This design comes from an exercise in tuning for small area, a short achievable clock period and few clock cycles per item on the open sky130 flow, not from production work. Power is estimated from default activity; no workload was simulated.

==> 11-15: inputs <==
// j1587_msgdec
module j1587_msgdec (
    input  wire         clk,
    input  wire         rst,
    input  wire         start,
    input  wire [255:0] frame,
    input  wire [5:0]   frame_len,
    output reg          done,
    output reg  [3:0]   err,
    output reg  [7:0]   mid,
    output reg  [3:0]   nparams,
    output reg  [80:0]  par_pid,    
    output reg  [44:0]  par_pos,    
    output reg  [44:0]  par_dlen    
);
export LEC_CHECK = 0
export CAP_MARGIN = 20
export CORE_MARGIN = 2
export CORE_UTILIZATION = 40
export SETUP_SLACK_MARGIN = 3.5
export SLEW_MARGIN = 20
create_clock -name core_clock -period 7.0 [get_ports {clk}]
standard.sh (not shown) runs the stock make flow with config.mk's settings and CLKGATE_MAP_FILE= SYNTH_SCRIPT=/design/flow/synth_recipe.tcl, a recipe that flattens the netlist after the stock synthesis.
==> flow/flow/run.sh <==
#!/bin/bash
# The standard layout, with two changes:
#  - plain buffers (buf_1) on the ports instead of the flow's default port
#    buffer cell;
#  - after the standard synthesis, fixinv.py removes the inverters that
#    synthesis leaves around full adders (choosing, per full adder, whether
#    it takes its inputs complemented); Yosys then proves the new netlist
#    equivalent to synthesis's, and the flow goes on from the new netlist
#    (or from synthesis's own, if anything here fails).
export BUFFER_PORTS_ARGS="-buffer_cell sky130_fd_sc_hd__buf_1"
bash standard.sh synth > synth.log 2>&1 || exit 1
R=orfs/results/sky130hd/j1587_msgdec/base
LIB=$FLOW_HOME/platforms/sky130hd/lib/sky130_fd_sc_hd__tt_025C_1v80.lib
cp $R/1_2_yosys.v synth_netlist.v
if python3 flow/fixinv.py synth_netlist.v fixed_netlist.v > fixinv.log 2>&1; then
  cat > eq.ys <<EOY
read_liberty -ignore_miss_func $LIB
read_verilog synth_netlist.v
rename $FLOW_TOP gold
read_verilog fixed_netlist.v
rename $FLOW_TOP gate
flatten
opt_clean
cd gate
rename -hide w:_* w:fixinv*
cd gold
rename -hide w:_*
cd
equiv_make gold gate equiv
hierarchy -top equiv
equiv_simple -seq 2
equiv_induct
equiv_status -assert
EOY
  if timeout 1200 yosys -q eq.ys > eq.log 2>&1; then
    echo "equivalence proven; using fixed_netlist.v" >> fixinv.log
    cp fixed_netlist.v $R/1_2_yosys.v
    rm -f $R/1_synth.odb $R/1_synth.sdc
  else
    echo "equivalence not proven; using synthesis's netlist" >> fixinv.log
  fi
fi
bash standard.sh > standard.log 2>&1
Other scripts of this flow, unchanged in this note and not shown: flow/flow/fixinv.py
==> 11-21: changes against 11-15 <==
--- a/flow/design.v
+++ b/flow/design.v
@@ -28,57 +28,40 @@
     reg [7:0] lr;            
     reg [7:0] nr;            
     reg [3:0] slot;          
     reg [1:0] perr;          
     reg       page2;         
     reg       longr;         
     reg [14:0] csa_q;      
     reg [52:0] csb_q;
-    reg [11:0] cs2_q;
+    reg       csum_bad_q;
     reg [7:0] pid_r  [0:8];
     reg [4:0] pos_r  [0:8];
     reg [4:0] dlen_r [0:8];
     wire [7:0] b0 = frame[7:0];
     wire [7:0] b1 = frame[15:8];
     wire [7:0] b2 = frame[23:16];
     wire [7:0] b3 = frame[31:24];
+    wire [4:0]  len_hgt;     
+    wire [4:0]  len_heq;     
+    wire [7:0]  len_lgt;     
     wire [31:0] inlen;
-    assign inlen[0] = (frame_len[5]) | (frame_len[4]) | (frame_len[3]) | (frame_len[2]) | (frame_len[1]) | (frame_len[0]);
-    assign inlen[1] = (frame_len[5]) | (frame_len[4]) | (frame_len[3]) | (frame_len[2]) | (frame_len[1]);
-    assign inlen[2] = (frame_len[5]) | (frame_len[4]) | (frame_len[3]) | (frame_len[2]) | (frame_len[1] & frame_len[0]);
-    assign inlen[3] = (frame_len[5]) | (frame_len[4]) | (frame_len[3]) | (frame_len[2]);
-    assign inlen[4] = (frame_len[5]) | (frame_len[4]) | (frame_len[3]) | (frame_len[2] & frame_len[1]) | (frame_len[2] & frame_len[0]);
-    assign inlen[5] = (frame_len[5]) | (frame_len[4]) | (frame_len[3]) | (frame_len[2] & frame_len[1]);
-    assign inlen[6] = (frame_len[5]) | (frame_len[4]) | (frame_len[3]) | (frame_len[2] & frame_len[1] & frame_len[0]);
-    assign inlen[7] = (frame_len[5]) | (frame_len[4]) | (frame_len[3]);
-    assign inlen[8] = (frame_len[5]) | (frame_len[4]) | (frame_len[3] & frame_len[2]) | (frame_len[3] & frame_len[1]) | (frame_len[3] & frame_len[0]);
-    assign inlen[9] = (frame_len[5]) | (frame_len[4]) | (frame_len[3] & frame_len[2]) | (frame_len[3] & frame_len[1]);
-    assign inlen[10] = (frame_len[5]) | (frame_len[4]) | (frame_len[3] & frame_len[2]) | (frame_len[3] & frame_len[1] & frame_len[0]);
-    assign inlen[11] = (frame_len[5]) | (frame_len[4]) | (frame_len[3] & frame_len[2]);
-    assign inlen[12] = (frame_len[5]) | (frame_len[4]) | (frame_len[3] & frame_len[2] & frame_len[1]) | (frame_len[3] & frame_len[2] & frame_len[0]);
-    assign inlen[13] = (frame_len[5]) | (frame_len[4]) | (frame_len[3] & frame_len[2] & frame_len[1]);
-    assign inlen[14] = (frame_len[5]) | (frame_len[4]) | (frame_len[3] & frame_len[2] & frame_len[1] & frame_len[0]);
-    assign inlen[15] = (frame_len[5]) | (frame_len[4]);
-    assign inlen[16] = (frame_len[5]) | (frame_len[4] & frame_len[3]) | (frame_len[4] & frame_len[2]) | (frame_len[4] & frame_len[1]) | (frame_len[4] & frame_len[0]);
-    assign inlen[17] = (frame_len[5]) | (frame_len[4] & frame_len[3]) | (frame_len[4] & frame_len[2]) | (frame_len[4] & frame_len[1]);
-    assign inlen[18] = (frame_len[5]) | (frame_len[4] & frame_len[3]) | (frame_len[4] & frame_len[2]) | (frame_len[4] & frame_len[1] & frame_len[0]);
-    assign inlen[19] = (frame_len[5]) | (frame_len[4] & frame_len[3]) | (frame_len[4] & frame_len[2]);
-    assign inlen[20] = (frame_len[5]) | (frame_len[4] & frame_len[3]) | (frame_len[4] & frame_len[2] & frame_len[1]) | (frame_len[4] & frame_len[2] & frame_len[0]);
-    assign inlen[21] = (frame_len[5]) | (frame_len[4] & frame_len[3]) | (frame_len[4] & frame_len[2] & frame_len[1]);
-    assign inlen[22] = (frame_len[5]) | (frame_len[4] & frame_len[3]) | (frame_len[4] & frame_len[2] & frame_len[1] & frame_len[0]);
-    assign inlen[23] = (frame_len[5]) | (frame_len[4] & frame_len[3]);
-    assign inlen[24] = (frame_len[5]) | (frame_len[4] & frame_len[3] & frame_len[2]) | (frame_len[4] & frame_len[3] & frame_len[1]) | (frame_len[4] & frame_len[3] & frame_len[0]);
-    assign inlen[25] = (frame_len[5]) | (frame_len[4] & frame_len[3] & frame_len[2]) | (frame_len[4] & frame_len[3] & frame_len[1]);
-    assign inlen[26] = (frame_len[5]) | (frame_len[4] & frame_len[3] & frame_len[2]) | (frame_len[4] & frame_len[3] & frame_len[1] & frame_len[0]);
-    assign inlen[27] = (frame_len[5]) | (frame_len[4] & frame_len[3] & frame_len[2]);
-    assign inlen[28] = (frame_len[5]) | (frame_len[4] & frame_len[3] & frame_len[2] & frame_len[1]) | (frame_len[4] & frame_len[3] & frame_len[2] & frame_len[0]);
-    assign inlen[29] = (frame_len[5]) | (frame_len[4] & frame_len[3] & frame_len[2] & frame_len[1]);
-    assign inlen[30] = (frame_len[5]) | (frame_len[4] & frame_len[3] & frame_len[2] & frame_len[1] & frame_len[0]);
-    assign inlen[31] = (frame_len[5]);
+    generate
+        for (g = 0; g < 5; g = g + 1) begin : g_hi
+            assign len_hgt[g] = (frame_len[5:3] > g);
+            assign len_heq[g] = (frame_len[5:3] == g);
+        end
+        for (g = 0; g < 8; g = g + 1) begin : g_lo
+            assign len_lgt[g] = (frame_len[2:0] > g);
+        end
+        for (g = 0; g < 32; g = g + 1) begin : g_in
+            assign inlen[g] = len_hgt[g / 8] | (len_heq[g / 8] & len_lgt[g % 8]);
+        end
+    endgenerate
     wire pg_in = inlen[2] && (b1 == 8'hFF);
     wire [255:0] fm;
     generate
         for (g = 0; g < 32; g = g + 1) begin : g_mask
             if (g < 4) begin : g_keep
                 assign fm[8*g +: 8] = frame[8*g +: 8];
             end else begin : g_cut
                 assign fm[8*g +: 8] = frame[8*g +: 8] & {8{inlen[g]}};
@@ -480,25 +463,24 @@
     wire cs391 = cs381 ^ cs382 ^ cs371;
     wire cs392 = cs384 ^ cs385 ^ csb_q[28];
     wire cs393 = (cs384 & cs385) | (cs384 & csb_q[28]) | (cs385 & csb_q[28]);
     wire cs394 = cs386 ^ cs387 ^ csb_q[36];
     wire cs395 = (cs386 & cs387) | (cs386 & csb_q[36]) | (cs387 & csb_q[36]);
     wire cs396 = cs388 ^ cs389 ^ csb_q[44];
     wire cs397 = (cs388 & cs389) | (cs388 & csb_q[44]) | (cs389 & csb_q[44]);
     wire cs398 = cs390 ^ cs391 ^ csb_q[52];
-    wire [11:0] cs2_d = {cs398, cs397, cs396, cs395, cs394, cs393, cs392, cs383, cs372, cs348, csb_q[1], cs311};
-    wire csum_bad_2 = (cs2_q[0] ^ cs2_q[1]) |
-        (cs2_q[2] ^ 1'b0 ^ (cs2_q[0] | cs2_q[1])) |
-        (cs2_q[3] ^ 1'b0 ^ (cs2_q[2] | 1'b0)) |
-        (cs2_q[4] ^ 1'b0 ^ (cs2_q[3] | 1'b0)) |
-        (cs2_q[5] ^ 1'b0 ^ (cs2_q[4] | 1'b0)) |
-        (cs2_q[6] ^ cs2_q[7] ^ (cs2_q[5] | 1'b0)) |
-        (cs2_q[8] ^ cs2_q[9] ^ (cs2_q[6] | cs2_q[7])) |
-        (cs2_q[10] ^ cs2_q[11] ^ (cs2_q[8] | cs2_q[9]));
+    wire csum_bad_d = (cs311 ^ csb_q[1]) |
+        (cs348 ^ 1'b0 ^ (cs311 | csb_q[1])) |
+        (cs372 ^ 1'b0 ^ (cs348 | 1'b0)) |
+        (cs383 ^ 1'b0 ^ (cs372 | 1'b0)) |
+        (cs392 ^ 1'b0 ^ (cs383 | 1'b0)) |
+        (cs393 ^ cs394 ^ (cs392 | 1'b0)) |
+        (cs395 ^ cs396 ^ (cs393 | cs394)) |
+        (cs397 ^ cs398 ^ (cs395 | cs396));
     wire csum_bad_a = (csa_q[0] ^ csa_q[1]) |
         (csa_q[2] ^ csa_q[3] ^ (csa_q[0] | csa_q[1])) |
         (csa_q[4] ^ 1'b0 ^ (csa_q[2] | csa_q[3])) |
         (csa_q[5] ^ csa_q[6] ^ (csa_q[4] | 1'b0)) |
         (csa_q[7] ^ csa_q[8] ^ (csa_q[5] | csa_q[6])) |
         (csa_q[9] ^ csa_q[10] ^ (csa_q[7] | csa_q[8])) |
         (csa_q[11] ^ csa_q[12] ^ (csa_q[9] | csa_q[10])) |
         (csa_q[13] ^ csa_q[14] ^ (csa_q[11] | csa_q[12]));
@@ -585,17 +567,17 @@
     wire fin  = act & (s_err | s_fin);
     wire hold = start & s_fin & ~s_err & inlen[6];
     always @(posedge clk) begin
         mid        <= b0;
         page2      <= pg_in;
         longr      <= inlen[21];
         csa_q      <= csa_d;
         csb_q      <= csb_d;
-        cs2_q      <= cs2_d;
+        csum_bad_q <= csum_bad_d;
         quick      <= start;
         if (rst) begin
             busy <= 1'b0;
             done <= 1'b0;
         end else begin
             busy <= (act & ~fin) | hold;
             done <= (fin & ~hold) | (busy & wt);
         end
@@ -615,17 +597,17 @@
                 dlen_r[i] <= s_dl;
             end
     end
     always @* begin
         case (perr)
             2'd1:    err = E_INV_PID;
             2'd2:    err = E_TRUNC;
             2'd3:    err = E_INV_LEN;
-            default: err = (quick ? csum_bad_a : csum_bad_2) ? E_CHECKSUM :
+            default: err = (quick ? csum_bad_a : csum_bad_q) ? E_CHECKSUM :
                            (longr ? E_TOO_LONG : E_NONE);
         endcase
         nparams = slot;
         for (i = 0; i < 9; i = i + 1) begin
             par_pid[9*i +: 9]  = {page2, pid_r[i]};
             par_pos[5*i +: 5]  = (i == 0) ? {3'b000, page2, ~page2} : pos_r[i];
             par_dlen[5*i +: 5] = dlen_r[i];
         end
==> reports/qor.yml <==
fp.dieH_um: 236
outcome: "no timing/DRC/antenna violations"
clock_latency_ns: 0.58
pwr-share-clk_pct: 14.6
seq_power_w: 0.00267
tightestPinTransition_ns: 1.09
drive_above_1_share_pct: 26.6
dp.cells: 3155
critical_path.endpoint: "err[1]"
dr_wl_met3_um: 12500
p_clk_w: 0.00177
timing.rr.start: "dr[0]"
crit_cells: 9
grt_start_max_net_pins: 35
# the run above: 11-15

==> reports/qor.yml <==
vdd_ir_drop_max_v: 0.000923
fp.dieH_um: 238
flops_and_latches: 274
p_clk_w: 0.00180
drive_above_1_share_pct: 25.4
dr_wl_met3_um: 12600
drv_slew: 0
worstPathCellList: "fa_1 > fa_2 > fa_2 > fa_2 > fa_1 > inv_1 > ha_2 > xnor2_2 > xnor2_1 > xnor2_1 > xnor2_1 > xnor2_2 > or4_1"
clock_latency_ns: 0.55
crit_cells: 13
area_growth_pct: 36.2
tapCellCount: 696
seq_power_w: 0.00246
die_w_um: 238
timing.rr.start: "csb_q[26]"
dp.cells: 3131
critical-path-slowest-cell: "fa_1"
grt_start_max_net_pins: 38
pwr-share-clk_pct: 12.4
outcome: "no timing/DRC/antenna violations"
# the run above: 11-21

No run of this note included a check of the RTL's function; only the layout flow was run.

## port drivers added, routing unchanged
No port has a modelled driver above. Below, the same layouts with a new extraction and two added sets of constraints. Step 1 assumes that a clkbuf_16 drives the clock port and a buf_2 every other input. Step 2 also shifts input and output timing later by t, the mid clock arrival at the registers, as if the neighbouring blocks saw the same clock. a / b / c = ideal ports / drivers / drivers and shift; a / b = the first two.
run	t, ns	slack for setup (ns)	worst setup path at the end
11-15	0.611	2.924 / 2.867 / 2.456	input to register
11-21	0.598	2.250 / 2.250 / 2.250	register to register
After both steps every run listed still meets setup and hold. The setup slack of 11-15, which loses most, moves by -0.057 ns with the drivers and by -0.468 ns with both steps.
